This design comes from an exercise in tuning for small area, a short achievable clock period and few clock cycles on the open sky130 flow, not from production work. In this exercise RTL edits were held to simulation tests only and were not proved equivalent to the original. Power is estimated from default activity; no workload was simulated.

// secded_sm_core
module secded_sm_core (
    input  wire        clk,
    input  wire        rst,
    input  wire [5:0]  enc_data,
    output wire [10:0] enc_chan,
    input  wire [10:0] dec_chan,
    output wire [5:0]  dec_data,
    output wire [1:0]  dec_outcome,
    input  wire        exec_valid,
    input  wire [5:0]  exec_word,
    output wire        exec_ready,
    output wire [1:0]  run_state,
    output wire        ovf,
    output wire [2:0]  err_cause,
    output wire [1:0]  top_tag,
    output wire [7:0]  top_data,
    output wire        ann_valid,
    output wire [7:0]  ann_data,
    input  wire        ann_ready
);
    secded_codec u_codec (
        .enc_data    (enc_data),
        .enc_chan    (enc_chan),
        .dec_chan    (dec_chan),
        .dec_data    (dec_data),
        .dec_outcome (dec_outcome)
    );
    stack_machine u_sm (
        .clk        (clk),
        .rst        (rst),
        .exec_valid (exec_valid),
        .exec_word  (exec_word),
        .exec_ready (exec_ready),
        .run_state  (run_state),
        .ovf        (ovf),
        .err_cause  (err_cause),
        .top_tag    (top_tag),
        .top_data   (top_data),
        .ann_valid  (ann_valid),
        .ann_data   (ann_data),
        .ann_ready  (ann_ready)
    );
endmodule
For scale: roughly 2,500 cells after synthesis, roughly 320 flip-flops, roughly 72 I/O pins, ~21,000 sq um of cells after synthesis.
clock: 10.0 ns
lec_check: 0
abc_area: 1
cap_margin: 30
core_margin: 2
core_utilization: 55
setup_slack_margin: 4.5
slew_margin: 30
run.sh (not shown) runs the stock make flow with config.mk's settings and CLKGATE_MAP_FILE= SYNTH_SCRIPT=/design/flow/synth_recipe.tcl, a recipe that flattens the netlist after the stock synthesis.
Testbench counts at the start, summed over its fixed seeds: cycles 20,982.
==> next run, changes <==
--- a/flow/design.v
+++ b/flow/design.v
@@ -119,27 +119,31 @@
     reg [2:0] cause_q;
     reg [1:0] mode;
     reg [5:0] sp;                 
     reg [8:0] xr, yr;             
     reg [8:0] mem [0:29];         
     reg [7:0] acc;                
     reg       dv_mod;             
     reg [2:0] dv_cnt;             
     reg [6:0] cd;                 
     reg [1:0] cn;                 
     reg       tp;                 
+    reg       av;
+    reg [7:0] ab;
     wire ready = (mode == M_READY);
     assign exec_ready = ready;
     assign run_state  = rs;
     assign ovf        = ovf_q;
     assign err_cause  = cause_q;
+    assign ann_valid  = av;
+    assign ann_data   = ab;
     wire [7:0] x = xr[7:0];
     wire [7:0] y = yr[7:0];
     wire x_chr = xr[8];
     wire y_chr = yr[8];
     wire has1 = |sp;
     wire has2 = |sp[5:1];
     wire full = sp[5];
     wire [5:0] sp_inc = sp + 6'd1;
     wire [5:0] sp_dec = sp - 6'd1;
     wire [5:0] w      = exec_word;
     wire [3:0] opc    = w[3:0];
@@ -315,30 +319,26 @@
             OP_IEQ: bin_res = {7'd0, (x == y)};
             OP_XOR: bin_res = x ^ y;
             OP_EXP: begin bin_res = exp_zero ? 8'h00 : exp_r1; bin_ovf = exp_ovf; end
             OP_DIV: bin_res = {7'd0, dv_ge};
             OP_MOD: bin_res = dv_rem;
             default: ;
         endcase
     end
     wire [8:0] push_cell = is_lit ? {5'b00000, w[3:0]} :
                            is_chr ? ((w[4:0] == 5'd26) ? 9'h120 : {4'b1010, 5'd1 + w[4:0]}) :
                            xr;        
-    wire off_cd    = (cn != 2'd0);
-    wire off_term  = !off_cd && tp;
-    wire off_cell  = (mode == M_SPK) && !off_cd && !tp && (acc[4:0] != 5'd0);
-    assign ann_valid = off_cd || tp || off_cell;
-    assign ann_data  = off_cd ? {4'h3, cn[1] ? d10_t : cd[3:0]} : tp ? 8'h00 : fb;
-    wire load_cd   = off_cd && ann_ready;
-    wire load_term = off_term && ann_ready;
-    wire load_cell = off_cell && ann_ready;
+    wire can_load  = !av || ann_ready;
+    wire load_cd   = (cn != 2'd0) && can_load;
+    wire load_term = (cn == 2'd0) && tp && can_load;
+    wire load_cell = (mode == M_SPK) && (cn == 2'd0) && !tp && (acc[4:0] != 5'd0) && can_load;
     reg        do_push, do_pop;
     reg [8:0]  x_nx;
     reg        x_we;
     reg [8:0]  y_nx;
     reg        y_we;
     reg        tp_set;
     always @(*) begin
         do_push = 1'b0;
         do_pop  = 1'b0;       
         x_nx    = push_cell;
         x_we    = 1'b0;
@@ -429,35 +429,40 @@
             acc <= {1'b0, acc[7:1]};
         end else if (mode == M_DIV) begin
             acc <= {1'b0, acc[7:1]};
             dv_cnt <= dv_cnt - 3'd1;
         end
         if (load_cell)
             acc <= {3'b000, acc[4:0] - 5'd1};
         if (load_cell)
             cd <= fd;
         else if (load_cd && cn[1])
             cd <= {3'b000, d10_o};
+        if (load_cd || load_term || load_cell)
+            ab <= load_cd ? {4'h3, cn[1] ? d10_t : cd[3:0]} : load_term ? 8'h00 : fb;
     end
     always @(posedge clk) begin
         if (rst) begin
             rs      <= ST_IDLE;
             ovf_q   <= 1'b0;
             cause_q <= E_NONE;
             mode    <= M_READY;
             sp      <= 6'd0;
             cn      <= 2'd0;
             tp      <= 1'b0;
+            av      <= 1'b0;
         end else begin
             if (do_push) sp <= sp_inc;
             else if (do_pop) sp <= sp_dec;
+            if (load_cd || load_term || load_cell) av <= 1'b1;
+            else if (ann_ready) av <= 1'b0;
             tp <= tp_set || (tp && !load_term);
             if (load_cell) cn <= fn;
             else if (load_cd) cn <= cn - 2'd1;
             case (mode)
                 M_READY: if (go) begin
                     if (fail) begin
                         rs <= ST_ERROR;
                         cause_q <= fcause;
                     end else begin
                         rs <= (is_op && opc == OP_STP) ? ST_STOPPED : ST_RUNNING;
                         if (is_op) begin
=> The new run finished clean. Clock skew stays flat. Count of clock-buffer cells in the layout came out higher by 3. Routed wire length went down by 4.3%. Final cell count went up by 1.0%. Setup slack gets worse by 68 ps. Design area grows by 0.64%. Total power went down by 7.2%. Utilization is lower by 0.93 points. Fmax went down by 1.2%. Non-clock buffer count decreases by 7. Combinational power decreases by 15%.
Testbench counts after the change, summed over its fixed seeds: cycles 21,074.

## re-timing with driven ports
The results above use ideal ports. As a check the final layouts listed here were re-extracted and re-timed, cells and wires unchanged.
Step 1 assumes that a clkbuf_16 drives the clock port and a buf_2 every other input.
Step 2 adds t to the input delays and takes it off the output delays; t is the mean of the earliest and latest rising clock arrival at the registers after step 1. Input paths then give back, and output paths get back, about the clock's delay inside the block.
a / b / c = ideal / step 1 / step 2; a / b = the first two.
run	t (ns)	setup slack, ns	worst setup path at the end	worst register clock-pin slew, ns	worst data-port slew with drivers (ns)
the first run	0.580	4.472 / 4.420 / 4.137	input to register	0.06 / 0.06	0.07
the second run	0.605	4.404 / 4.372 / 4.085	input to register	0.07 / 0.07	0.07
After both steps setup and hold are still met in every run listed. For the first run, which loses most, drivers alone change the setup slack by -0.052 ns; drivers and shift together by -0.335 ns.
